Context: an optimization exercise on an open-source flow, tuned for small area, a short achievable clock period and few clock cycles. The choices shown serve that exercise and are no tape-out recipe. Only simulation tests tie the RTL to the original design; equivalence was not proved. Power and IR drop assume default switching activity.

`flow/flow/run.sh`:
```
#!/bin/bash
# Own layout flow: the standard flow (standard.sh, all ORFS steps unchanged) with
#  - the combinational logic optimised and mapped by ABC for area (no full-adder
#    extraction),
#  - every port buffered (as the standard flow does) with buf_2 instead of the
#    default port buffer cell,
#  - repair_timing asked for extra setup slack, so that it sizes up the
#    critical paths (the clock period and constraints are the standard flow's, unchanged).
# Each step's full output goes to a log file in this folder.
set -euo pipefail
work=$PWD
rm -rf "$work/scripts_area"
cp -r "$FLOW_HOME/scripts" "$work/scripts_area"
printf 'strash\n&get -n\n&deepsyn -T 60\n&put\ndch -f\namap -F 5\ntopo\nstime -c\n' > "$work/scripts_area/abc_area.script"
export SCRIPTS_DIR="$work/scripts_area"
export ADDER_MAP_FILE=
export SETUP_SLACK_MARGIN=20.0
export BUFFER_PORTS_ARGS="-buffer_cell sky130_fd_sc_hd__buf_2"
bash standard.sh synth > "$work/log_synth.txt" 2>&1
bash standard.sh floorplan > "$work/log_floorplan.txt" 2>&1
bash standard.sh place > "$work/log_place.txt" 2>&1
bash standard.sh cts > "$work/log_cts.txt" 2>&1
bash standard.sh route > "$work/log_route.txt" 2>&1
bash standard.sh finish > "$work/log_finish.txt" 2>&1
```
`flow/standard.sh`:
```
#!/bin/bash
# synth_recipe.tcl (not shown) runs the flow's synth.tcl, then flattens the netlist and writes it again
# the make line also repeats each setting of config.mk as NAME=value (left out here)
make -C /OpenROAD-flow-scripts/flow DESIGN_CONFIG=/design/flow/config.mk WORK_HOME=/design/flow/orfs CLKGATE_MAP_FILE= SYNTH_SCRIPT=/design/flow/synth_recipe.tcl "${@:-finish}"
```
`flow/config.mk`:
```
export PLATFORM = sky130hd
export DESIGN_NAME = pec_temp_core
export DESIGN_NICKNAME = pec_temp_core
export VERILOG_FILES = /design/flow/design.v
export SDC_FILE = /design/flow/constraint.sdc
export NUM_CORES = 4
export LEC_CHECK = 0
export ABC_AREA = 1
export CAP_MARGIN = 20
export CORE_MARGIN = 2
export CORE_UTILIZATION = 50
export CTS_BUF_LIST = sky130_fd_sc_hd__clkbuf_4 sky130_fd_sc_hd__clkbuf_8
export SLEW_MARGIN = 20
```
`flow/constraint.sdc`:
```
create_clock -name core_clock -period 36.0 [get_ports {clk}]
set_input_delay 7.2000 -clock core_clock [delete_from_list [all_inputs] [get_ports {clk}]]
set_output_delay 7.2000 -clock core_clock [all_outputs]
set_load 0.01 [all_outputs]
```
`flow/design.v`:
```
module crc8_step (
    input  wire [7:0] crc_in,
    input  wire [7:0] data,
    output reg  [7:0] crc_out
);
    integer i;
    always @* begin
        crc_out = crc_in ^ data;
        for (i = 0; i < 8; i = i + 1) begin
            if (crc_out[7])
                crc_out = {crc_out[6:0], 1'b0} ^ 8'h07;
            else
                crc_out = {crc_out[6:0], 1'b0};
        end
    end
endmodule
module temp_convert (
    input  wire [15:0] raw_in,    
    input  wire [15:0] raw,       
    input  wire [63:0] st,        
    output wire [10:0] s0,        
    output wire [45:0] s1,        
    output wire [31:0] tcc,
    output wire [63:0] f64        
);
    function [19:0] tab_p;
        input [4:0] x;
        case (x)
            5'd0: tab_p = 20'h0;
            5'd1: tab_p = 20'ha3d7;
            5'd2: tab_p = 20'h147ae;
            5'd3: tab_p = 20'h1eb85;
            5'd4: tab_p = 20'h28f5c;
            5'd5: tab_p = 20'h33333;
            5'd6: tab_p = 20'h3d70a;
            5'd7: tab_p = 20'h47ae1;
            5'd8: tab_p = 20'h51eb8;
            5'd9: tab_p = 20'h5c28f;
            5'd10: tab_p = 20'h66666;
            5'd11: tab_p = 20'h70a3d;
            5'd12: tab_p = 20'h7ae14;
            5'd13: tab_p = 20'h851eb;
            5'd14: tab_p = 20'h8f5c2;
            5'd15: tab_p = 20'h99999;
            5'd16: tab_p = 20'ha3d70;
            5'd17: tab_p = 20'hae147;
            5'd18: tab_p = 20'hb851e;
            5'd19: tab_p = 20'hc28f5;
            5'd20: tab_p = 20'hccccc;
            5'd21: tab_p = 20'hd70a3;
            5'd22: tab_p = 20'he147a;
            5'd23: tab_p = 20'heb851;
            5'd24: tab_p = 20'hf5c28;
            default: tab_p = {15'd0, x};    
        endcase
    endfunction
    function [21:0] tab_j;
        input [5:0] x;
        case (x)
            6'd0: tab_j = 22'h68000;
            6'd1: tab_j = 22'h48000;
            6'd2: tab_j = 22'h28000;
            6'd3: tab_j = 22'h8000;
            6'd4: tab_j = 22'he8000;
            6'd5: tab_j = 22'hc8000;
            6'd6: tab_j = 22'ha8000;
            6'd7: tab_j = 22'h88000;
            6'd8: tab_j = 22'h68000;
            6'd9: tab_j = 22'h48000;
            6'd10: tab_j = 22'h28000;
            6'd11: tab_j = 22'h8000;
            6'd12: tab_j = 22'he8000;
            6'd13: tab_j = 22'hc8000;
            6'd14: tab_j = 22'ha8000;
            6'd15: tab_j = 22'h88000;
            6'd16: tab_j = 22'h68000;
            6'd17: tab_j = 22'h48000;
            6'd18: tab_j = 22'h28000;
            6'd19: tab_j = 22'h8000;
            6'd20: tab_j = 22'h3e8000;
            6'd21: tab_j = 22'hc8000;
            6'd22: tab_j = 22'ha8000;
            6'd23: tab_j = 22'h88000;
            6'd24: tab_j = 22'h68000;
            6'd32: tab_j = 22'h367fff;
            6'd33: tab_j = 22'h347fff;
            6'd34: tab_j = 22'h327fff;
            6'd35: tab_j = 22'h307fff;
            6'd36: tab_j = 22'h3e7fff;
            6'd37: tab_j = 22'h3c7fff;
            6'd38: tab_j = 22'h3a7fff;
            6'd39: tab_j = 22'h387fff;
            6'd40: tab_j = 22'h367fff;
            6'd41: tab_j = 22'h347fff;
            6'd42: tab_j = 22'h327fff;
            6'd43: tab_j = 22'h307fff;
            6'd44: tab_j = 22'h3e7fff;
            6'd45: tab_j = 22'h3c7fff;
            6'd46: tab_j = 22'h3a7fff;
            6'd47: tab_j = 22'h387fff;
            6'd48: tab_j = 22'h367fff;
            6'd49: tab_j = 22'h347fff;
            6'd50: tab_j = 22'h327fff;
            6'd51: tab_j = 22'h307fff;
            6'd52: tab_j = 22'h3e7fff;
            6'd53: tab_j = 22'h3c7fff;
            6'd54: tab_j = 22'h3a7fff;
            6'd55: tab_j = 22'h387fff;
            6'd56: tab_j = 22'h367fff;
            default: tab_j = 22'h0;
        endcase
    endfunction
    function [12:0] tab_k;
        input [5:0] x;
        case (x)
            6'd0: tab_k = 13'h1bbb;
            6'd1: tab_k = 13'h1bbb;
            6'd2: tab_k = 13'h1bbb;
            6'd3: tab_k = 13'h1bbb;
            6'd4: tab_k = 13'h1bbb;
            6'd5: tab_k = 13'h1bbb;
            6'd6: tab_k = 13'h1bbb;
            6'd7: tab_k = 13'h1bbb;
            6'd8: tab_k = 13'h1bbc;
            6'd9: tab_k = 13'h1bbc;
            6'd10: tab_k = 13'h1bbc;
            6'd11: tab_k = 13'h1bbc;
            6'd12: tab_k = 13'h1bbc;
            6'd13: tab_k = 13'h1bbc;
            6'd14: tab_k = 13'h1bbc;
            6'd15: tab_k = 13'h1bbc;
            6'd16: tab_k = 13'h1bbc;
            6'd17: tab_k = 13'h1bbc;
            6'd18: tab_k = 13'h1bbc;
            6'd19: tab_k = 13'h1bbc;
            6'd20: tab_k = 13'h1bbd;
            6'd21: tab_k = 13'h1bbd;
            6'd22: tab_k = 13'h1bbd;
            6'd23: tab_k = 13'h1bbd;
            6'd24: tab_k = 13'h1bbd;
            6'd32: tab_k = 13'h445;
            6'd33: tab_k = 13'h445;
            6'd34: tab_k = 13'h445;
            6'd35: tab_k = 13'h445;
            6'd36: tab_k = 13'h445;
            6'd37: tab_k = 13'h445;
            6'd38: tab_k = 13'h445;
            6'd39: tab_k = 13'h445;
            6'd40: tab_k = 13'h444;
            6'd41: tab_k = 13'h444;
            6'd42: tab_k = 13'h444;
            6'd43: tab_k = 13'h444;
            6'd44: tab_k = 13'h444;
            6'd45: tab_k = 13'h444;
            6'd46: tab_k = 13'h444;
            6'd47: tab_k = 13'h444;
            6'd48: tab_k = 13'h444;
            6'd49: tab_k = 13'h444;
            6'd50: tab_k = 13'h444;
            6'd51: tab_k = 13'h444;
            6'd52: tab_k = 13'h444;
            6'd53: tab_k = 13'h443;
            6'd54: tab_k = 13'h443;
            6'd55: tab_k = 13'h443;
            6'd56: tab_k = 13'h443;
            default: tab_k = 13'h0;
        endcase
    endfunction
    function [4:0] tab_r3;
        input [5:0] x;
        case (x)
            6'd0: tab_r3 = 5'ha;
            6'd1: tab_r3 = 5'hc;
            6'd2: tab_r3 = 5'he;
            6'd3: tab_r3 = 5'h10;
            6'd4: tab_r3 = 5'h12;
            6'd5: tab_r3 = 5'h14;
            6'd6: tab_r3 = 5'h16;
            6'd7: tab_r3 = 5'h18;
            6'd8: tab_r3 = 5'h1;
            6'd9: tab_r3 = 5'h3;
            6'd10: tab_r3 = 5'h5;
            6'd11: tab_r3 = 5'h7;
            6'd12: tab_r3 = 5'h9;
            6'd13: tab_r3 = 5'hb;
            6'd14: tab_r3 = 5'hd;
            6'd15: tab_r3 = 5'hf;
            6'd16: tab_r3 = 5'h11;
            6'd17: tab_r3 = 5'h13;
            6'd18: tab_r3 = 5'h15;
            6'd19: tab_r3 = 5'h17;
            6'd20: tab_r3 = 5'h0;
            6'd21: tab_r3 = 5'h2;
            6'd22: tab_r3 = 5'h4;
            6'd23: tab_r3 = 5'h6;
            6'd24: tab_r3 = 5'h8;
            6'd32: tab_r3 = 5'hf;
            6'd33: tab_r3 = 5'hd;
            6'd34: tab_r3 = 5'hb;
            6'd35: tab_r3 = 5'h9;
            6'd36: tab_r3 = 5'h7;
            6'd37: tab_r3 = 5'h5;
            6'd38: tab_r3 = 5'h3;
            6'd39: tab_r3 = 5'h1;
            6'd40: tab_r3 = 5'h18;
            6'd41: tab_r3 = 5'h16;
            6'd42: tab_r3 = 5'h14;
            6'd43: tab_r3 = 5'h12;
            6'd44: tab_r3 = 5'h10;
            6'd45: tab_r3 = 5'he;
            6'd46: tab_r3 = 5'hc;
            6'd47: tab_r3 = 5'ha;
            6'd48: tab_r3 = 5'h8;
            6'd49: tab_r3 = 5'h6;
            6'd50: tab_r3 = 5'h4;
            6'd51: tab_r3 = 5'h2;
            6'd52: tab_r3 = 5'h0;
            6'd53: tab_r3 = 5'h17;
            6'd54: tab_r3 = 5'h15;
            6'd55: tab_r3 = 5'h13;
            6'd56: tab_r3 = 5'h11;
            default: tab_r3 = 5'h0;
        endcase
    endfunction
    function [4:0] tab_fm;
        input [6:0] x;
        case (x)
            7'd32: tab_fm = 5'h1;
            7'd33: tab_fm = 5'h3;
            7'd34: tab_fm = 5'h1;
            7'd35: tab_fm = 5'h1;
            7'd36: tab_fm = 5'h3;
            7'd37: tab_fm = 5'h7;
            7'd38: tab_fm = 5'h1;
            7'd39: tab_fm = 5'h1;
            7'd40: tab_fm = 5'h7;
            7'd41: tab_fm = 5'h1;
            7'd42: tab_fm = 5'h1;
            7'd43: tab_fm = 5'h7;
            7'd44: tab_fm = 5'h3;
            7'd45: tab_fm = 5'h1;
            7'd46: tab_fm = 5'h1;
            7'd47: tab_fm = 5'h3;
            7'd48: tab_fm = 5'hf;
            7'd49: tab_fm = 5'h1;
            7'd50: tab_fm = 5'h3;
            7'd51: tab_fm = 5'h1f;
            7'd52: tab_fm = 5'h1;
            7'd53: tab_fm = 5'h1;
            7'd54: tab_fm = 5'hf;
            7'd55: tab_fm = 5'h3;
            7'd56: tab_fm = 5'h1;
            7'd96: tab_fm = 5'h1f;
            7'd97: tab_fm = 5'h1;
            7'd98: tab_fm = 5'h3;
            7'd99: tab_fm = 5'hf;
            7'd100: tab_fm = 5'h1;
            7'd101: tab_fm = 5'h1;
            7'd102: tab_fm = 5'h1f;
            7'd103: tab_fm = 5'h3;
            7'd104: tab_fm = 5'h1;
            7'd105: tab_fm = 5'hf;
            7'd106: tab_fm = 5'h3;
            7'd107: tab_fm = 5'h1;
            7'd108: tab_fm = 5'h1;
            7'd109: tab_fm = 5'h3;
            7'd110: tab_fm = 5'h7;
            7'd111: tab_fm = 5'h1;
            7'd112: tab_fm = 5'h1;
            7'd113: tab_fm = 5'h7;
            7'd114: tab_fm = 5'h1;
            7'd115: tab_fm = 5'h1;
            7'd116: tab_fm = 5'h7;
            7'd117: tab_fm = 5'h3;
            7'd118: tab_fm = 5'h1;
            7'd119: tab_fm = 5'h1;
            7'd120: tab_fm = 5'h3;
            default: tab_fm = 5'h0;
        endcase
    endfunction
    function [4:0] tab_shz;
        input [4:0] x;
        case (x)
            5'd0: tab_shz = 5'h11;
            5'd1: tab_shz = 5'h11;
            5'd2: tab_shz = 5'h10;
            5'd3: tab_shz = 5'h10;
            5'd4: tab_shz = 5'hf;
            5'd5: tab_shz = 5'hf;
            5'd6: tab_shz = 5'hf;
            5'd7: tab_shz = 5'he;
            5'd8: tab_shz = 5'he;
            5'd9: tab_shz = 5'he;
            5'd10: tab_shz = 5'he;
            5'd11: tab_shz = 5'he;
            5'd12: tab_shz = 5'he;
            5'd13: tab_shz = 5'hd;
            5'd14: tab_shz = 5'hd;
            5'd15: tab_shz = 5'hd;
            5'd16: tab_shz = 5'hd;
            5'd17: tab_shz = 5'hd;
            5'd18: tab_shz = 5'hd;
            5'd19: tab_shz = 5'hd;
            5'd20: tab_shz = 5'hd;
            5'd21: tab_shz = 5'hd;
            5'd22: tab_shz = 5'hd;
            5'd23: tab_shz = 5'hd;
            5'd24: tab_shz = 5'hd;
            default: tab_shz = 5'h0;
        endcase
    endfunction
    function [10:0] tab_ex;
        input [4:0] x;
        case (x)
            5'd0: tab_ex = 11'h409;
            5'd1: tab_ex = 11'h408;
            5'd2: tab_ex = 11'h407;
            5'd3: tab_ex = 11'h406;
            5'd4: tab_ex = 11'h405;
            5'd5: tab_ex = 11'h404;
            5'd6: tab_ex = 11'h403;
            5'd7: tab_ex = 11'h402;
            5'd8: tab_ex = 11'h401;
            5'd9: tab_ex = 11'h400;
            5'd10: tab_ex = 11'h3ff;
            5'd11: tab_ex = 11'h3fe;
            5'd12: tab_ex = 11'h3fd;
            5'd13: tab_ex = 11'h3fc;
            5'd14: tab_ex = 11'h3fb;
            5'd15: tab_ex = 11'h3fa;
            5'd16: tab_ex = 11'h3f9;
            5'd17: tab_ex = 11'h3f8;
            default: tab_ex = 11'h0;
        endcase
    endfunction
    function [19:0] tab_lm2;
        input [4:0] x;
        case (x)
            5'd0: tab_lm2 = 20'hffff;
            5'd1: tab_lm2 = 20'h7fff;
            5'd2: tab_lm2 = 20'h3fff;
            5'd3: tab_lm2 = 20'h1fff;
            5'd4: tab_lm2 = 20'hfff;
            5'd5: tab_lm2 = 20'h7ff;
            5'd6: tab_lm2 = 20'h3ff;
            5'd7: tab_lm2 = 20'h1ff;
            5'd8: tab_lm2 = 20'hff;
            5'd9: tab_lm2 = 20'h7f;
            5'd10: tab_lm2 = 20'h3f;
            5'd11: tab_lm2 = 20'h1f;
            5'd12: tab_lm2 = 20'hf;
            5'd13: tab_lm2 = 20'h7;
            5'd14: tab_lm2 = 20'h3;
            5'd15: tab_lm2 = 20'h1;
            5'd16: tab_lm2 = 20'h0;
            5'd17: tab_lm2 = 20'h0;
            default: tab_lm2 = {15'd0, x};    
        endcase
    endfunction
    function [22:0] add22;
        input [21:0] a, b;
        input        cin;
        integer n;
        reg c;
        begin
            c = cin;
            for (n = 0; n < 22; n = n + 1) begin
                add22[n] = a[n] ^ b[n] ^ c;
                c = (a[n] & b[n]) | (a[n] & c) | (b[n] & c);
            end
            add22[22] = c;
        end
    endfunction
    function [5:0] dstep;
        input [4:0] ri;
        input       b;
        reg qq, c1, c2, c3;
        reg [3:0] t;                  
        begin
            qq   = ri[4] | (ri[3] & ri[2] & (ri[1] | ri[0] | b));
            t[0] = ~(ri[0] ^ b);
            c1   = ri[0] | b;
            t[1] = ~(ri[1] ^ c1);
            c2   = ri[1] | c1;
            t[2] = ri[2] ^ c2;
            c3   = ri[2] & c2;
            t[3] = ri[3] ^ c3;
            dstep = {qq, (qq ? t : ri[3:0]), b ^ qq};
        end
    endfunction
    genvar gj;
    integer n;
    wire [22:0] tcs = add22({5'd0, raw, 1'b0}, 22'h3F954D, 1'b0);    
    assign tcc = {{14{tcs[17]}}, tcs[17:0]};
    wire [4:0]  rr0 [6:12];
    wire [11:6] q0;
    assign rr0[12] = 5'd0;
    generate for (gj = 11; gj >= 6; gj = gj - 1) begin : gdiv0
        if (gj == 11) begin : top
            assign {q0[gj], rr0[gj]} = dstep({1'b0, raw_in[15:12]}, raw_in[11]);
        end else begin : st
            assign {q0[gj], rr0[gj]} = dstep(rr0[gj+1], raw_in[gj]);
        end
    end endgenerate
    assign s0 = {q0, rr0[6]};
    wire [11:6] s0_q = st[10:5];
    wire [4:0]  s0_r = st[4:0];
    wire [4:0]  rr [0:6];
    wire [5:0]  q1;
    assign rr[6] = s0_r;
    generate for (gj = 5; gj >= 0; gj = gj - 1) begin : gdiv1
        assign {q1[gj], rr[gj]} = dstep(rr[gj+1], raw[gj]);
    end endgenerate
    wire [11:0] q = {s0_q, q1};
    wire [4:0]  r = rr[0];
    wire        sgn = tcs[17];
    wire [17:0] m1 = {raw[0], 17'd0};
    wire [17:0] m2 = {raw[5:0], 12'd0};
    wire [17:0] m3 = {raw[7:0], 10'd0};
    wire [17:0] m4 = {raw[10:0], 7'd0};
    wire [17:0] m5 = ~{raw, 2'b00};
    wire [17:0] m6 = ~{2'b00, raw};
    wire [17:0] sa = m1 ^ m2 ^ m3;
    wire [17:0] ca = {(m1[16:0] & m2[16:0]) | (m1[16:0] & m3[16:0]) | (m2[16:0] & m3[16:0]), 1'b0};
    wire [17:0] sb = m4 ^ m5 ^ m6;
    wire [17:0] cb = {(m4[16:0] & m5[16:0]) | (m4[16:0] & m6[16:0]) | (m5[16:0] & m6[16:0]), 1'b0};
    wire [17:0] sc = sa ^ ca ^ sb;
    wire [17:0] cc = {(sa[16:0] & ca[16:0]) | (sa[16:0] & sb[16:0]) | (ca[16:0] & sb[16:0]), 1'b0};
    wire [17:0] sd = sc ^ cc ^ cb;
    wire [17:0] cd = {(sc[16:0] & cc[16:0]) | (sc[16:0] & cb[16:0]) | (cc[16:0] & cb[16:0]), 1'b1};
    wire [22:0] p18c = add22({4'd0, sd}, {4'd0, cd}, 1'b1);
    wire [16:0] pl = p18c[16:0];
    wire        m  = p18c[17] ^ r[0];      
    wire [16:0] pre;                        
    assign pre[16] = 1'b0;
    generate for (gj = 15; gj >= 0; gj = gj - 1) begin : gpre
        assign pre[gj] = pre[gj+1] | raw[gj];
    end endgenerate
    wire [16:0] adj;                        
    assign adj[0] = 1'b0;
    assign adj[1] = 1'b0;
    assign adj[2] = raw[1] & raw[0];
    assign adj[3] = raw[2] & (raw[1] | raw[0]);
    generate for (gj = 4; gj < 16; gj = gj + 1) begin : gadj
        assign adj[gj] = raw[gj-1] & (raw[gj-2] | raw[gj-3] | raw[gj-4]);
    end endgenerate
    assign adj[16] = 1'b0;
    wire [16:0] lm;
    generate for (gj = 0; gj < 17; gj = gj + 1) begin : glm
        if (gj < 16) begin : a
            assign lm[gj] = pre[gj+1] | (raw[gj] & adj[gj]);
        end else begin : b
            assign lm[gj] = 1'b0;
        end
    end endgenerate
    wire [16:0] onek  = {lm[15:0], 1'b1} & ~lm;
    wire        p_g   = |(pl & lm & ~{1'b0, lm[16:1]});
    wire        p_s   = |(pl & {1'b0, lm[16:1]});
    wire        p_l   = |(pl & onek);
    wire        p_up  = p_g & (p_s | p_l);
    wire [21:0] jv  = tab_j({sgn, r});
    wire [21:0] bv  = {4'd0, m, pl & ~lm};
    wire [22:0] l0  = add22(jv, bv, 1'b0);
    wire [22:0] l1  = add22(jv, bv | {5'd0, lm}, 1'b1);
    wire [21:0] ls1 = p_up ? l1[21:0] : l0[21:0];
    wire [4:0]  r31 = tab_r3({sgn, r});
    wire [22:0] q3s = add22({9'd0, {q, 1'b0} ^ {13{sgn}}}, {9'd0, tab_k({sgn, r})}, 1'b0);
    wire [12:0] q31 = q3s[12:0];
    reg  [4:0]  shq;
    integer b;
    always @* begin
        shq = 5'd12;
        for (b = 0; b < 13; b = b + 1)
            if (q31[b]) shq = 12 - b;
    end
    wire        q3z1 = (q31 == 13'd0);
    wire [21:0] L1   = ls1 ^ {22{sgn}};
    wire [4:0]  sh1  = q3z1 ? tab_shz(r31) : shq;
    assign s1 = {sgn, L1, q31, r31, sh1};
    wire        sg   = st[45];
    wire [21:0] L    = st[44:23];
    wire [12:0] q3   = st[22:10];
    wire [4:0]  r3   = st[9:5];
    wire [4:0]  sh   = st[4:0];
    wire [1:0]  c  = L[21:20];               
    wire [19:0] lw = L[19:0];
    wire        r3z = (r3 == 5'd0);
    wire [19:0] lm2  = tab_lm2(sh);
    wire [19:0] onr  = {lm2[18:0], 1'b1} & ~lm2;
    wire        t_g  = |(lw & lm2 & ~{1'b0, lm2[19:1]});
    wire        t_s  = |(lw & {1'b0, lm2[19:1]});
    wire        t_l  = |(lw & onr);
    wire        t_up = t_g & (t_s | t_l);
    reg  [20:0] lr;
    reg         rc;
    always @* begin
        rc = t_up;
        for (n = 0; n < 20; n = n + 1) begin
            lr[n] = lw[n] ^ rc;       
            rc    = (lw[n] | lm2[n]) & rc;
        end
        lr[20] = rc;
    end
    wire [1:0]  ct = {c[1] & ~lr[20], c[0] ^ lr[20]};
    wire        uf = r3z & (ct == 2'b11);
    wire [19:0] pp = tab_p(r3);
    wire [35:0] base = {pp, pp[19:4]};
    wire [4:0]  fm = tab_fm({ct, r3});
    wire [35:0] mid = {base[35:5] | {31{uf}}, base[4:0] ^ fm};
    reg  [12:0] q3m;
    reg         bc;
    always @* begin
        bc = 1'b1;
        for (n = 0; n < 13; n = n + 1) begin
            q3m[n] = q3[n] ^ bc;
            bc     = ~q3[n] & bc;
        end
    end
    wire [12:0] q3f  = uf ? q3m : q3;
    wire [68:0] ar   = {q3f, mid, lr[19:0]};
    wire [68:0] nrm  = ar << sh;
    wire [51:0] frac = nrm[67:16];
    assign f64 = {sg, tab_ex(sh), frac};
endmodule
module pec_temp_core (
    input  wire        clk,
    input  wire        rst,       
    input  wire        req,
    input  wire        we,
    input  wire [5:0]  addr,      
    input  wire [1:0]  size,      
    input  wire [3:0]  be,        
    input  wire [31:0] wdata,
    output wire        ready,
    output reg  [31:0] rdata,
    output wire        err
);
    localparam [3:0] CODE_NONE = 4'd0, CODE_OK = 4'd1, CODE_PEC = 4'd2,
                     CODE_LEN = 4'd3, CODE_REG = 4'd4, CODE_CMD = 4'd5;
    reg [7:0]  crc_q;
    reg [7:0]  rx0, rx1, rx2;        
    reg [2:0]  rxcnt;
    reg        fbv;                  
    reg [7:0]  fb1, fb3, fb4, fpec;  
    reg        cv;                   
    reg [15:0] raw_q;                
    reg [63:0] tf64_q;               
    reg        pend1, pend2;         
    reg        tver;
    reg [3:0]  code;
    reg [7:0]  lastop;
    wire bus_err = (size != 2'd2) || (addr[1:0] != 2'b00) || (we && (be != 4'hF));
    assign err = bus_err;
    wire rd_f64 = !we && (addr[5:3] == 3'b101);        
    assign ready = !((pend1 || pend2) && rd_f64);
    wire acc    = req && !bus_err;                      
    wire cmd_wr = acc && we && (addr[5:2] == 4'h1);
    wire rx_wr  = acc && we && (addr[5:2] == 4'h4);
    wire [7:0]  op  = wdata[7:0];
    wire [7:0]  a8  = wdata[15:8];
    wire [15:0] a16 = wdata[31:16];
    wire a8z  = (a8 == 8'd0);
    wire a16z = (a16 == 16'd0);
    wire op_hi0 = (op[7:4] == 4'd0);
    wire is0 = op_hi0 && (op[3:0] == 4'd0);
    wire is1 = op_hi0 && (op[3:0] == 4'd1);
    wire is2 = op_hi0 && (op[3:0] == 4'd2);
    wire is3 = op_hi0 && (op[3:0] == 4'd3);
    wire is4 = op_hi0 && (op[3:0] == 4'd4);
    wire is5 = op_hi0 && (op[3:0] == 4'd5);
    wire is6 = op_hi0 && (op[3:0] == 4'd6);
    wire is7 = op_hi0 && (op[3:0] == 4'd7);
    wire is8 = op_hi0 && (op[3:0] == 4'd8);
    wire legal = ((is0 || is1 || is7 || is8) && a8z && a16z) ||
                 ((is2 || is3 || is4 || is5) && a16z) ||
                 (is6 && a8z);
    wire treg = (a8 == 8'h06) || (a8 == 8'h07) || (a8 == 8'h08);
    wire do_cmd  = cmd_wr && legal;
    wire do_srst = do_cmd && is8;
    wire [7:0] c1, c2, c3, c4;
    crc8_step u_f0 (.crc_in(8'h00), .data(8'hB4), .crc_out(c1));
    crc8_step u_f1 (.crc_in(c1),    .data(a8),    .crc_out(c2));
    crc8_step u_f2 (.crc_in(c2),    .data(8'hB5), .crc_out(c3));
    crc8_step u_f3 (.crc_in(c3),    .data(rx0),   .crc_out(c4));
    wire [7:0] crc_x = is2 ? (crc_q ^ a8) : (c4 ^ rx1);
    wire [7:0] crc_m;
    crc8_step u_m (.crc_in(8'h00), .data(crc_x), .crc_out(crc_m));
    wire [7:0] crc_feed  = crc_m;        
    wire [7:0] crc_frame = crc_m;        
    wire rx_full  = (rxcnt == 3'd3);
    wire pec_good = (crc_frame == rx2);
    wire [31:0] conv_tcc;
    wire [63:0] conv_f64;
    wire [15:0] raw_src = op[1] ? a16 : {rx1, rx0};
    wire [10:0] conv_s0;
    wire [45:0] conv_s1;
    temp_convert u_conv (.raw_in(raw_src), .raw(raw_q), .st(tf64_q),
                         .s0(conv_s0), .s1(conv_s1), .tcc(conv_tcc), .f64(conv_f64));
    wire framecmd  = is3 || is4 || is5;
    wire rd_badreg = is5 && !treg;
    wire fr_ok     = framecmd && !rd_badreg && rx_full;    
    wire conv_rd   = is5 && fr_ok && pec_good;             
    wire conv_clr  = is5 && !(fr_ok && pec_good);          
    wire consume   = framecmd || is7;
    wire conv_go   = do_cmd && (conv_rd || is6);           
    wire conv_wr   = do_cmd && (is5 || is6);               
    reg [3:0] code_n;
    always @* begin
        if (!legal)                     code_n = CODE_CMD;
        else if (rd_badreg)             code_n = CODE_REG;
        else if (framecmd && !rx_full)  code_n = CODE_LEN;
        else if ((is4 || is5) && !pec_good) code_n = CODE_PEC;
        else                            code_n = CODE_OK;
    end
    always @(posedge clk) begin
        if (rst || do_srst) begin
            crc_q  <= 8'd0;
            rxcnt  <= 3'd0;
            fbv    <= 1'b0;
            cv     <= 1'b0;
            pend1  <= 1'b0;
            pend2  <= 1'b0;
            tver   <= 1'b0;
            code   <= CODE_NONE;
            lastop <= 8'd0;
        end else begin
            pend1 <= 1'b0;
            pend2 <= pend1 && !conv_wr;
            if (rx_wr && !rxcnt[2])
                rxcnt <= rxcnt + 3'd1;
            if (cmd_wr) begin
                lastop <= op;
                code   <= code_n;
            end
            if (do_cmd) begin
                if (is1) crc_q <= 8'd0;
                if (is2) crc_q <= crc_feed;
                if (fr_ok) begin
                    crc_q <= crc_frame;
                    fbv   <= 1'b1;
                end
                if (consume) rxcnt <= 3'd0;
                if (conv_clr) begin cv <= 1'b0; tver <= 1'b0; end
                if (conv_rd || is6) begin
                    cv   <= 1'b1;
                    pend1 <= 1'b1;
                    tver <= is5;
                end
            end
        end
    end
    always @(posedge clk) begin
        if (rx_wr && rxcnt == 3'd0) rx0 <= wdata[7:0];
        if (rx_wr && rxcnt == 3'd1) rx1 <= wdata[7:0];
        if (rx_wr && rxcnt == 3'd2) rx2 <= wdata[7:0];
        if (do_cmd && fr_ok) begin
            fb1  <= a8;
            fb3  <= rx0;
            fb4  <= rx1;
            fpec <= rx2;
        end
        if (conv_wr)
            raw_q <= raw_src;
        if (conv_wr)
            tf64_q[10:0] <= conv_s0;
        else if (pend1)
            tf64_q[10:0] <= conv_s1[10:0];
        else if (pend2)
            tf64_q[10:0] <= conv_f64[10:0];
        if (conv_wr || pend1)
            tf64_q[45:11] <= conv_s1[45:11];
        else if (pend2)
            tf64_q[45:11] <= conv_f64[45:11];
        if (pend2)
            tf64_q[63:46] <= conv_f64[63:46];
    end
    wire [3:0] ra = addr[5:2];
    wire v0 = (rxcnt != 3'd0);
    wire v1 = rxcnt[2] || rxcnt[1];
    wire v2 = rxcnt[2] || (rxcnt == 3'd3);
    always @* begin
        rdata = 32'd0;
        case (ra)
            4'h0: rdata = 32'h50454338;
            4'h2: rdata = {16'd0, lastop, 3'd0, tver, code};
            4'h3: rdata = 32'h0000005A;
            4'h5: rdata = {5'd0, rxcnt, rx2 & {8{v2}}, rx1 & {8{v1}}, rx0 & {8{v0}}};
            4'h6: rdata = {24'd0, crc_q};
            4'h7: rdata = fbv ? {fb3, 8'hB5, fb1, 8'hB4} : 32'd0;
            4'h8: rdata = fbv ? {16'd0, fpec, fb4} : 32'd0;
            4'h9: rdata = cv ? conv_tcc : 32'd0;
            4'hA: rdata = cv ? tf64_q[31:0] : 32'd0;
            4'hB: rdata = cv ? tf64_q[63:32] : 32'd0;
            4'hC: rdata = cv ? {16'd0, raw_q} : 32'd0;
            default: rdata = 32'd0;
        endcase
    end
endmodule
```
==> results of run 1 <==
## flip-flops by register name, indices dropped and copies added, names as in the netlist, 8 cells and up
| register | flops |
|---|---|
| crc_q | 8 |
| fb1 | 8 |
| fb3 | 8 |
| fb4 | 8 |
| fpec | 8 |
| lastop | 8 |
| raw_q | 16 |
| rx0 | 8 |
| rx1 | 8 |
| rx2 | 8 |
| tf64_q | 59 |
## final timing paths
path | start | cells past startpoint | end
max reg2reg | tf64_q[0] | 65 | tf64_q[2]
min reg2reg | rx0[1] | 0 | fb3[1]
min | rx0[1] | 0 | fb3[1]
max | addr[5] | 10 | rdata[7]
## metrics by stage
| step | hold slack [ps] | worst slack [ps] | total power (W) | instances |
|---|---|---|---|---|
| after floorplan | 426.0 | 20010 | 0.0002362 | 2148 |
| after global placement | 441.5 | 19180 | 0.0002518 | 2645 |
| after detailed placement | 444.4 | 19070 | 0.0002537 | 2645 |
| after CTS | 468.3 | 19980 | 0.0003789 | 2691 |
| after global routing | 492.8 | 19940 | 0.0003960 | 2711 |
| final | 468.6 | 19940 | 0.0003829 | 2713 |
## cell families (layout without fill, tap and decap cells)
logic type	count (synthesis)	count (layout)
compound gates	956	956
xor+xnor	6	6
buf+inv	277	450
flops	158	158
other cells	0	2
simple gates	751	751
## synthesized netlist by cell type, types with 3 or more instances
cell type	instances	share of area [%]
nor2_1	404	10
clkinv_1	276	6.9
a21oi_1	212	7.1
o21ai_0	206	6.9
o22ai_1	186	7.8
nand2_1	183	4.6
edfxtp_1	131	26
nor3_1	58	1.9
o22a_1	44	2.6
a222oi_1	42	2.8
o221ai_1	38	2.2
a31oi_1	28	1.2
dfxtp_1	27	3.6
nand3_1	26	0.87
o21a_1	25	1.3
a22oi_1	24	1.2
or2_0	24	1.0
a221oi_1	20	1.2
o211ai_1	19	0.96
or3_1	15	0.63
a21o_1	14	0.70
o31ai_1	14	0.70
o2111ai_1	13	0.76
o311ai_0	12	0.70
o32ai_1	10	0.59
a211oi_1	9	0.45
nand4_1	9	0.38
nor4_1	9	0.38
nor2b_1	8	0.34
a2111oi_0	5	0.29
a221o_1	4	0.27
a22o_1	4	0.23
a311oi_1	4	0.23
a32oi_1	4	0.23
o221a_1	4	0.30
xor2_1	4	0.23
and2_0	3	0.13
nor4b_1	3	0.18
o31a_1	3	0.18
## critical path, cell delays in order
cell and delay, ps:
buf_6 120, inv_8 60, nand2_4 50, buf_12 130, nor3_2 320, clkinv_1 250
o21ai_1 310, a2111oi_2 120, o221ai_1 110, buf_2 180
## area by class of cell
type                            instances  area [um^2]  area share (%)
Clock buffer                           17        234.0           1.370
Antenna cell                            2        5.005         0.02931
Tap cell                              390        488.0           2.857
Inverter                              276         1102           6.455
Clock inverter                         15        125.1          0.7327
Multi-Input combinational cell       1713         9701           56.80
Sequential cell                       158         4474           26.20
Timing Repair inverter                  4        20.02          0.1172
Timing Repair Buffer                  138        928.4           5.436
## report_power, final
part | leakage (nW) | switching (W) | total (W) | internal (W)
sequential | 1.40 | 0.0000000118 | 0.000196 | 0.000196
combinational | 4.13 | 0.0000403 | 0.0000589 | 0.0000186
clock | 0.184 | 0.0000788 | 0.000128 | 0.0000496
## layer usage
metal	vias to the layer above	wire length [um]	track usage [%]	part of all wire [%]
li1	8601	-	-	-
met1	8866	26970	60.35	37
met2	1634	30020	66.60	42
met3	326	9977	10.35	14
met4	6	4999	26.52	6.9
met5	-	28	0	0.039
## timing repair
| action | CTS | global route |
|---|---|---|
| gates cloned | 1 | 4 |
| endpoints found under the setup margin | 32 | 43 |
| pin swaps | 13 | 17 |
| buffers inserted | 13 | 15 |
| resized for setup | 68 | 35 |
==> flow_summary.toml, run 1 <==
[outcome]
outcome = "finished clean"

[place]
post_dp_cell_area_mm2 = 0.01607
dp_hpwl_um = 55550
port_buffers = 81
globalplace.congestion = 1.140

[yosys]
synth_xor_xnor_area_share_pct = 0.3522
syn_area_mm2 = 0.01492
synth_top_family_by_area = "compound AO/OA/AOI/OAI gates"
synth_seq_cells = 158
yosys_warnings = 3
synth.distinct_cells = 56
synthAdderAreaFrac_pct = 0
seq_area_frac_synth_pct = 29.99
synth-simple-area-share_pct = 21.06
synth-compound-area-share_pct = 41.63
postSynthCellCount = 2148
postSynthAreaPerCell_um2 = 6.946
synth-main-ff-cell = "edfxtp_1"
synth_nets = 2196
synth.area.mux_share_pct = 0
async_flop_share_pct = 0
synth_edf_count = 131

[worst_hold_path]
hold_path.class = "reg2reg"

[grt]
grt.total_usage_pct = 45.13
grt_remaining_overflow = 0
grt_max_degree = 67
antenna_found_initial = 4
grt_pass1_wl_um = 105500
grt_pass1_vias = 17150

[layout]
n_fill_cell = 2850
layout-drive-gt1-share_pct = 10.12
layout_commonest_cell = "nor2_1"
post-route-cell-area_mm2 = 0.01708
mostFrequentLayoutCells = "nor2_1, clkinv_1, a21oi_1"
utilization_pct = 57.93
area_growth_pct = 14.46
layout.nets = 2356

[detailed_routing]
drt_iter0_markers = 3434
num_vias = 19430
drt-total-wl_um = 72000
ant_nets = 0
wl_per_cell_um = 26.54
routed_via_density = 7.163
firstDrtPassIters = 9
drc_errors = 0

[die]
dieWidth_um = 176.7
die_h_um = 176.7
io_pins = 82
num_rows = 63
die_area_mm2 = 0.03124
initial_core_util_pct = 50.61
core_mm2 = 0.02948

[clock_tree]
hold_buffers = 0
root_buffer = "clkbuf_8"
cts_buffer_depth = 2
cts_tree = "built"
clk_latency_ps = 500
h-tree-depth = 4
cts_sinks = 158
clk_pin_slew_ps = 100
numCtsBuffers = 17

[sta]
finClkSkew_ps = 23.80
fin_crit_sh_pct = 44.60
rsz0062_at_grt = "yes"
max_slew_margin_pct = 26.86
worstMarginPinSlew_ps = 1095
fmax_mhz = 62.28
setup_tns_ps = 0
finalMaxSlewViolations = 0
hold_violations = 0
finalSetupViolCount = 0
fin_crit_ps = 16060

[critical_path]
crit_fanout = 5
rrSetupSlack_ps = 21140
worstSetupPathType = "in2out"
worstPathArrival_ps = 8860
startpoint_type = "input port"
end_kind = "primary output"
required_ps = 28800

[power]
power_density_mw_per_mm2 = 22.42
total_leakage_power_nw = 5.708
ir_drop_v = 0.00003495

[flow_run]
cap_violations = 0
Testbench counts, summed over its fixed seeds: cycles 30,641.
==> run 2, diff against run 1 <==
--- a/flow/config.mk
+++ b/flow/config.mk
@@ -9,5 +9,5 @@
 export CAP_MARGIN = 20
 export CORE_MARGIN = 2
-export CORE_UTILIZATION = 50
+export CORE_UTILIZATION = 65
 export CTS_BUF_LIST = sky130_fd_sc_hd__clkbuf_4 sky130_fd_sc_hd__clkbuf_8
 export SLEW_MARGIN = 20
==> flow_summary.toml, run 2 <==
[critical_path]
path_cells = "buf_12 > inv_8 > nand2_8 > nor2_4 > inv_4 > nor2_4 > inv_4 > nor2_4 > clkinv_4 > o22ai_2 > a2111oi_1 > o221ai_1 > buf_2"
required_ps = 28800
cp_common_cell = "nor2_4"
slowest_stage = "nor2_4"
startpoint_type = "input port"
crit_fanout = 6
crit_buf_inv = 6
worstSetupPathType = "in2out"
cpLargestDelayFamily = "buffers and inverters"
cpPeakStageDelay_ps = 230
worstPathArrival_ps = 8840
end_kind = "primary output"

[sta]
setup_tns_ps = 0
fin_crit_ps = 16040
finalMaxSlewViolations = 0
max_slew_margin_pct = 29.03
fmax_mhz = 62.33
finalSetupViolCount = 0
hold_violations = 0
fin_crit_sh_pct = 44.57
worstMarginPinSlew_ps = 1051
finClkSkew_ps = 17.89
rsz0062_at_grt = "yes"
setup_slack_ps = 19960

[yosys]
async_flop_share_pct = 0
synthTopCellsByArea = "edfxtp_1, nor2_1, o22ai_1, a21oi_1, clkinv_1"
postSynthAreaPerCell_um2 = 6.946
yosys_warnings = 3
synth_nets = 2196
synth_edf_count = 131
synth_seq_cells = 158
postSynthCellCount = 2148
synth.distinct_cells = 56
synth_top_area_share_pct = 26.36
synth.most_common_cell = "nor2_1"
synthTopCellsByCount = "nor2_1, clkinv_1, a21oi_1"
synth-main-ff-cell = "edfxtp_1"
yosysTopAreaCell = "edfxtp_1"
syn_area_mm2 = 0.01492
seq_area_frac_synth_pct = 29.99

[place]
globalplace.congestion = 1.269
post_dp_cell_area_mm2 = 0.01591
preCtsSetupSlack_ps = 19040
dp_hpwl_um = 49680
port_buffers = 81
placedCellCount = 2538

[detailed_routing]
drc_errors = 0
num_vias = 20010
ant_nets = 0
drt-total-wl_um = 68280
wl_per_cell_um = 26.29
routed_via_density = 7.704
firstDrtPassIters = 16
drt_iter0_markers = 4694

[clock_tree]
hold_buffers = 0
h-tree-depth = 4
cts_tree = "built"
cts_sinks = 158
clk_latency_ps = 480
clk_pin_slew_ps = 90
cts_buffer_depth = 2
numCtsBuffers = 17
root_buffer = "clkbuf_8"

[layout]
layout_commonest_cell = "nor2_1"
post-route-cell-area_mm2 = 0.01697
layout.nets = 2347
num_antenna_cells = 0
layout-drive-gt1-share_pct = 9.905
multi_input_area_mm2 = 0.009736
fin_cells = 2597
largest_reg_flops = 59
regArea_mm2 = 0.004474
area_growth_pct = 13.74
top_regs = "tf64_q x59, raw_q x16"
mostFrequentLayoutCells = "nor2_1, clkinv_1, a21oi_1"
n_fill_cell = 1799
top_register = "tf64_q"

[worst_hold_path]
hold_path.class = "reg2reg"

[grt]
grt_pass1_vias = 17440
grt_pass1_wl_um = 100200
grt_max_degree = 75
antenna_found_initial = 3
grt.total_usage_pct = 54.47
grt_remaining_overflow = 0

[outcome]
outcome = "finished clean"

[die]
die_area_mm2 = 0.02418
io_pins = 82
dieWidth_um = 155.5
die_h_um = 155.5
core_mm2 = 0.02257
num_rows = 55
initial_core_util_pct = 66.10

[power]
ir_drop_v = 0.00003235
power_density_mw_per_mm2 = 23.96
total_leakage_power_nw = 5.707

[flow_run]
cap_violations = 0
-- run 2: final timing paths --
path	from	endpoint	slack, ps	depth (start not counted)
setup / recovery	addr[4]	rdata[7]	19960	13
hold / removal	rx0[7]	fb3[7]	490	0
setup reg to reg	tf64_q[2]	tf64_q[3]	21210	66
hold reg to reg	rx0[7]	fb3[7]	490	0
-- run 2: worst reg2reg max path: cells and delay by family (launching register included) --
family | cells | cell delay (ps)
buffers and inverters | 15 | 3110
flip-flops | 1 | 360
AO/OA/AOI/OAI | 24 | 5430
AND/OR/NAND/NOR | 27 | 5650
-- run 2: layout make-up --
type | instances | area share (%)
clock buffer | 18 | 1.423
clock inverter | 14 | 1.180
tap | 285 | 2.101
timing repair inverter | 3 | 0.08847
inverter | 276 | 6.473
timing repair buffer | 130 | 5.006
multi-input combinational | 1713 | 57.37
sequential | 158 | 26.36
-- run 2: per-stage QoR --
step	total power, W	hold WS (ps)	util (%)
2_1_floorplan	0.0002362	426.0	-
4_1_cts	0.0003971	477.5	73.64
3_3_place_gp	0.0002509	442.2	70.50
6_report	0.0004067	491.9	75.19
3_5_place_dp	0.0002526	466.3	70.50
5_1_grt	0.0004144	494.4	75.19
-- run 2: cells by family (layout without fill, tap and decap cells) --
kind of cell,Yosys count,in the layout,share of synthesized area (%)
compound gates,956,956,41.63
simple gates,751,751,21.06
buf+inv,277,441,6.969
flops,158,158,29.99
xor+xnor,6,6,0.3522
-- run 2: timing repair --
action                                 CTS  global route
setup endpoints to repair               32            47
pin swaps                               11            17
endpoints found under the hold margin    0             0
gates resized for setup                 57            54
setup buffers                            9            15
gates cloned                             1             2
-- run 2: routing by layer --
layer	global-route usage, %	share of wire (%)	up-vias
li1	-	-	8578
met1	67.60	33	8702
met2	77.56	39	2071
met3	21.62	18	650
met4	37.53	11	6
met5	0	0.11	-
-- run 2: power breakdown --
part / internal [W] / total [W] / switching, W / leakage [nW]
registers: 0.000196 / 0.000196 / 0.0000000108 / 1.40
clock network: 0.0000723 / 0.000151 / 0.0000790 / 0.220
logic: 0.0000189 / 0.0000597 / 0.0000408 / 4.09
==> run 3, diff against run 2 <==
--- a/flow/design.v
+++ b/flow/design.v
@@ -20,5 +20,5 @@
     input  wire [63:0] st,        
     output wire [10:0] s0,        
-    output wire [45:0] s1,        
+    output wire [40:0] s1,        
     output wire [31:0] tcc,
     output wire [63:0] f64        
@@ -307,5 +307,5 @@
             5'd23: tab_shz = 5'hd;
             5'd24: tab_shz = 5'hd;
-            default: tab_shz = 5'h0;
+            default: tab_shz = x;    
         endcase
     endfunction
@@ -467,4 +467,10 @@
     wire [22:0] q3s = add22({9'd0, {q, 1'b0} ^ {13{sgn}}}, {9'd0, tab_k({sgn, r})}, 1'b0);
     wire [12:0] q31 = q3s[12:0];
+    wire [21:0] L1   = ls1 ^ {22{sgn}};
+    assign s1 = {sgn, L1, q31, r31};
+    wire        sg   = st[40];
+    wire [21:0] L    = st[39:18];
+    wire [12:0] q3   = st[17:5];
+    wire [4:0]  r3   = st[4:0];
     reg  [4:0]  shq;
     integer b;
@@ -472,15 +478,7 @@
         shq = 5'd12;
         for (b = 0; b < 13; b = b + 1)
-            if (q31[b]) shq = 12 - b;
+            if (q3[b]) shq = 12 - b;
     end
-    wire        q3z1 = (q31 == 13'd0);
-    wire [21:0] L1   = ls1 ^ {22{sgn}};
-    wire [4:0]  sh1  = q3z1 ? tab_shz(r31) : shq;
-    assign s1 = {sgn, L1, q31, r31, sh1};
-    wire        sg   = st[45];
-    wire [21:0] L    = st[44:23];
-    wire [12:0] q3   = st[22:10];
-    wire [4:0]  r3   = st[9:5];
-    wire [4:0]  sh   = st[4:0];
+    wire [4:0]  sh = (q3 == 13'd0) ? tab_shz(r3) : shq;
     wire [1:0]  c  = L[21:20];               
     wire [19:0] lw = L[19:0];
@@ -594,5 +592,5 @@
     wire [15:0] raw_src = op[1] ? a16 : {rx1, rx0};
     wire [10:0] conv_s0;
-    wire [45:0] conv_s1;
+    wire [40:0] conv_s1;
     temp_convert u_conv (.raw_in(raw_src), .raw(raw_q), .st(tf64_q),
                          .s0(conv_s0), .s1(conv_s1), .tcc(conv_tcc), .f64(conv_f64));
@@ -669,9 +667,9 @@
             tf64_q[10:0] <= conv_f64[10:0];
         if (conv_wr || pend1)
-            tf64_q[45:11] <= conv_s1[45:11];
+            tf64_q[40:11] <= conv_s1[40:11];
         else if (pend2)
-            tf64_q[45:11] <= conv_f64[45:11];
+            tf64_q[40:11] <= conv_f64[40:11];
         if (pend2)
-            tf64_q[63:46] <= conv_f64[63:46];
+            tf64_q[63:41] <= conv_f64[63:41];
     end
     wire [3:0] ra = addr[5:2];
--- a/flow/config.mk
+++ b/flow/config.mk
@@ -9,5 +9,5 @@
 export CAP_MARGIN = 20
 export CORE_MARGIN = 2
-export CORE_UTILIZATION = 65
+export CORE_UTILIZATION = 50
 export CTS_BUF_LIST = sky130_fd_sc_hd__clkbuf_4 sky130_fd_sc_hd__clkbuf_8
 export SLEW_MARGIN = 20
==> flow_summary.toml, run 3 <==
[outcome]
outcome = "finished clean"

[critical_path]
end_kind = "primary output"
startpoint_type = "input port"
r2r-start = "tf64_q[4]"
path_cells = "buf_12 > inv_8 > nand4_1 > buf_4 > buf_4 > nor2_4 > nor2_4 > buf_4 > o2111ai_1 > buf_2"
timing.rr.end = "tf64_q[32]"
reg2reg_depth = 62
crit_fanout = 5
cp_common_cell = "buf_4"
worstPathArrival_ps = 8860
slowest_stage = "o2111ai_1"
crit_buf_inv = 6
cpPeakStageDelay_ps = 250
required_ps = 28800
cpLargestDelayFamily = "buffers and inverters"
rrSetupSlack_ps = 20810
worstSetupPathType = "in2out"

[grt]
grt_pass1_wl_um = 107500
antenna_found_initial = 5
grt_max_degree = 61
grt.total_usage_pct = 46.23
grt_remaining_overflow = 0
grt_pass1_vias = 17470

[layout]
top_register = "tf64_q"
n_fill_cell = 2839
area_growth_pct = 14.10
largest_reg_flops = 59
layout_commonest_cell = "nor2_1"
layout-drive-gt1-share_pct = 9.514
fin_cells = 2735
top_regs = "tf64_q x59, raw_q x16"
mostFrequentLayoutCells = "nor2_1, clkinv_1, a21oi_1"
layout.nets = 2379

[clock_tree]
root_buffer = "clkbuf_8"
cts_buffer_depth = 2
clk_pin_slew_ps = 100
numCtsBuffers = 17
clk_latency_ps = 480
cts_tree = "built"
h-tree-depth = 4
cts_sinks = 158

[die]
dieWidth_um = 176.7
num_rows = 63
die_h_um = 176.7
io_pins = 82
core_mm2 = 0.02948
initial_core_util_pct = 50.59
die_area_mm2 = 0.03122

[yosys]
synth.most_common_cell = "nor2_1"
synth.distinct_cells = 54
async_flop_share_pct = 0
postSynthCellCount = 2169
yosys_warnings = 3
synth.area.mux_share_pct = 0
postSynthAreaPerCell_um2 = 6.876
synth-simple-area-share_pct = 21.29
yosysTopAreaCell = "edfxtp_1"
synthAdderAreaFrac_pct = 0
syn_area_mm2 = 0.01491
synth-compound-area-share_pct = 40.78
synth-main-ff-cell = "edfxtp_1"
synth_nets = 2217
synth_seq_cells = 158
synth_xor_xnor_area_share_pct = 0.2936
synthTopCellsByCount = "nor2_1, clkinv_1, o21ai_0"
synth_edf_count = 131
synthTopCellsByArea = "edfxtp_1, nor2_1, o22ai_1, clkinv_1, o21ai_0"
synth_top_area_share_pct = 26.38
seq_area_frac_synth_pct = 30.00
synth_top_family_by_area = "compound AO/OA/AOI/OAI gates"

[place]
placedCellCount = 2668
dp_hpwl_um = 56560
port_buffers = 81
globalplace.congestion = 1.078

[worst_hold_path]
holdPathEnd = "lastop[3]"
holdCritStartpoint = "lastop[3]"
hold_path.class = "reg2reg"
hold_depth = 2

[detailed_routing]
ant_nets = 0
wl_per_cell_um = 26.91
firstDrtPassIters = 9
drt-total-wl_um = 73600
routed_via_density = 7.112
drt_iter0_markers = 3382
num_vias = 19450
drc_errors = 0

[sta]
max_slew_margin_pct = 19.15
finalSetupViolCount = 0
finClkSkew_ps = 22.74
worstMarginPinSlew_ps = 1200
fin_crit_sh_pct = 44.62
hold_violations = 0
rsz0062_at_grt = "yes"
fmax_mhz = 62.26
finalMaxSlewViolations = 0
fin_crit_ps = 16060
setup_tns_ps = 0

[power]
finalPower_w = 0.0003925
ir_drop_v = 0.00002322
total_leakage_power_nw = 5.619
power_density_mw_per_mm2 = 23.07

[flow_run]
cap_violations = 0
==> run 3: worst max-delay path by stage <==
stage / from / endpoint / slack (ps) / depth (start not counted)
CTS: addr[4] / rdata[14] / 20030 / 9
global placement: addr[4] / rdata[13] / 19090 / 9
floorplan: addr[4] / rdata[14] / 20000 / 5
global route: addr[5] / rdata[14] / 19970 / 10
finish: addr[5] / rdata[2] / 19940 / 10
detailed placement: addr[4] / rdata[13] / 18960 / 9
==> run 3: worst reg2reg max path: cells and delay by family (launching register included) <==
kind	cells	cell delay, ps
simple gates	22	4720
buf+inv	18	3840
flops	1	480
compound gates	22	5840
==> run 3: timing repair <==
item                                    CTS  global route
cloned                                    1             2
endpoints found under the setup margin   32            78
setup buffers                            16            15
gates resized for setup                  33            40
hold buffers                              0             0
pin swaps                                11             6
==> run 3: cell families after synthesis <==
family / after synthesis
xor+xnor: 5
simple gates: 765
compound gates: 938
flops: 158
buf+inv: 303
==> run 3: layout make-up <==
cell class | instances | area (um^2) | area share [%]
Tap cell | 390 | 488.0 | 2.868
Clock buffer | 17 | 234.0 | 1.375
Inverter | 302 | 1174 | 6.898
Multi-Input combinational cell | 1710 | 9530 | 56.01
Timing Repair inverter | 1 | 5.005 | 0.02941
Timing Repair Buffer | 141 | 917.1 | 5.390
Antenna cell | 1 | 2.502 | 0.01471
Sequential cell | 158 | 4474 | 26.30
Clock inverter | 15 | 190.2 | 1.118
==> run 3: stage by stage <==
| step | util, % | hold slack (ps) | setup slack, ps | area [um^2] |
|---|---|---|---|---|
| after floorplan | - | 426.7 | 20000 | 14950 |
| after global placement | 54.61 | 455.8 | 19090 | 16100 |
| after detailed placement | 54.61 | 461.6 | 18960 | 16100 |
| after CTS | 56.89 | 476.7 | 20030 | 16770 |
| after global routing | 57.71 | 492.7 | 19970 | 17010 |
| final | 57.72 | 477.1 | 19940 | 17020 |
==> run 3: metal layers <==
| metal | track usage (%) | vias to the layer above | routed length, um |
|---|---|---|---|
| li1 | - | 8592 | - |
| met1 | 61.18 | 8781 | 26940 |
| met2 | 68.64 | 1713 | 30300 |
| met3 | 11.96 | 362 | 10910 |
| met4 | 25.86 | 4 | 5438 |
| met5 | 0 | - | 18 |
==> run 3: power by group <==
part | switching, W | total (W) | internal [W]
combinational | 0.0000350 | 0.0000527 | 0.0000176
clock | 0.0000843 | 0.000144 | 0.0000598
sequential | 0.0000000120 | 0.000196 | 0.000196
Testbench counts of run 3, summed over its fixed seeds: cycles 30,641.

[afterwards: timing with drivers on the ports]
No port has a modelled driver above. Below, the same layouts with a new extraction and two added sets of constraints.
Step 1, drivers: a clkbuf_16 drives clk and a buf_2 each remaining input, both assumed.
Step 2, shift: input delay + t, output delay - t, t = (earliest + latest rising clock arrival at the registers) / 2. This alone moves slack from input paths to output paths.
Slacks: ideal / step 1 / step 2; pairs: ideal / step 1.
run	shift t [ns]	setup WS [ns]	slew at the worst register clock pin (ns)	worst slew at a driven data input, ns
run 1	0.531	19.945 / 19.885 / 19.885	0.12 / 0.12	0.07
run 2	0.514	19.955 / 19.897 / 19.897	0.11 / 0.11	0.08
run 3	0.522	19.938 / 19.889 / 19.889	0.11 / 0.11	0.07
After both steps every run listed still meets setup and hold. For run 1, which loses most, drivers alone change the setup slack by -0.060 ns; drivers and shift together by -0.060 ns.
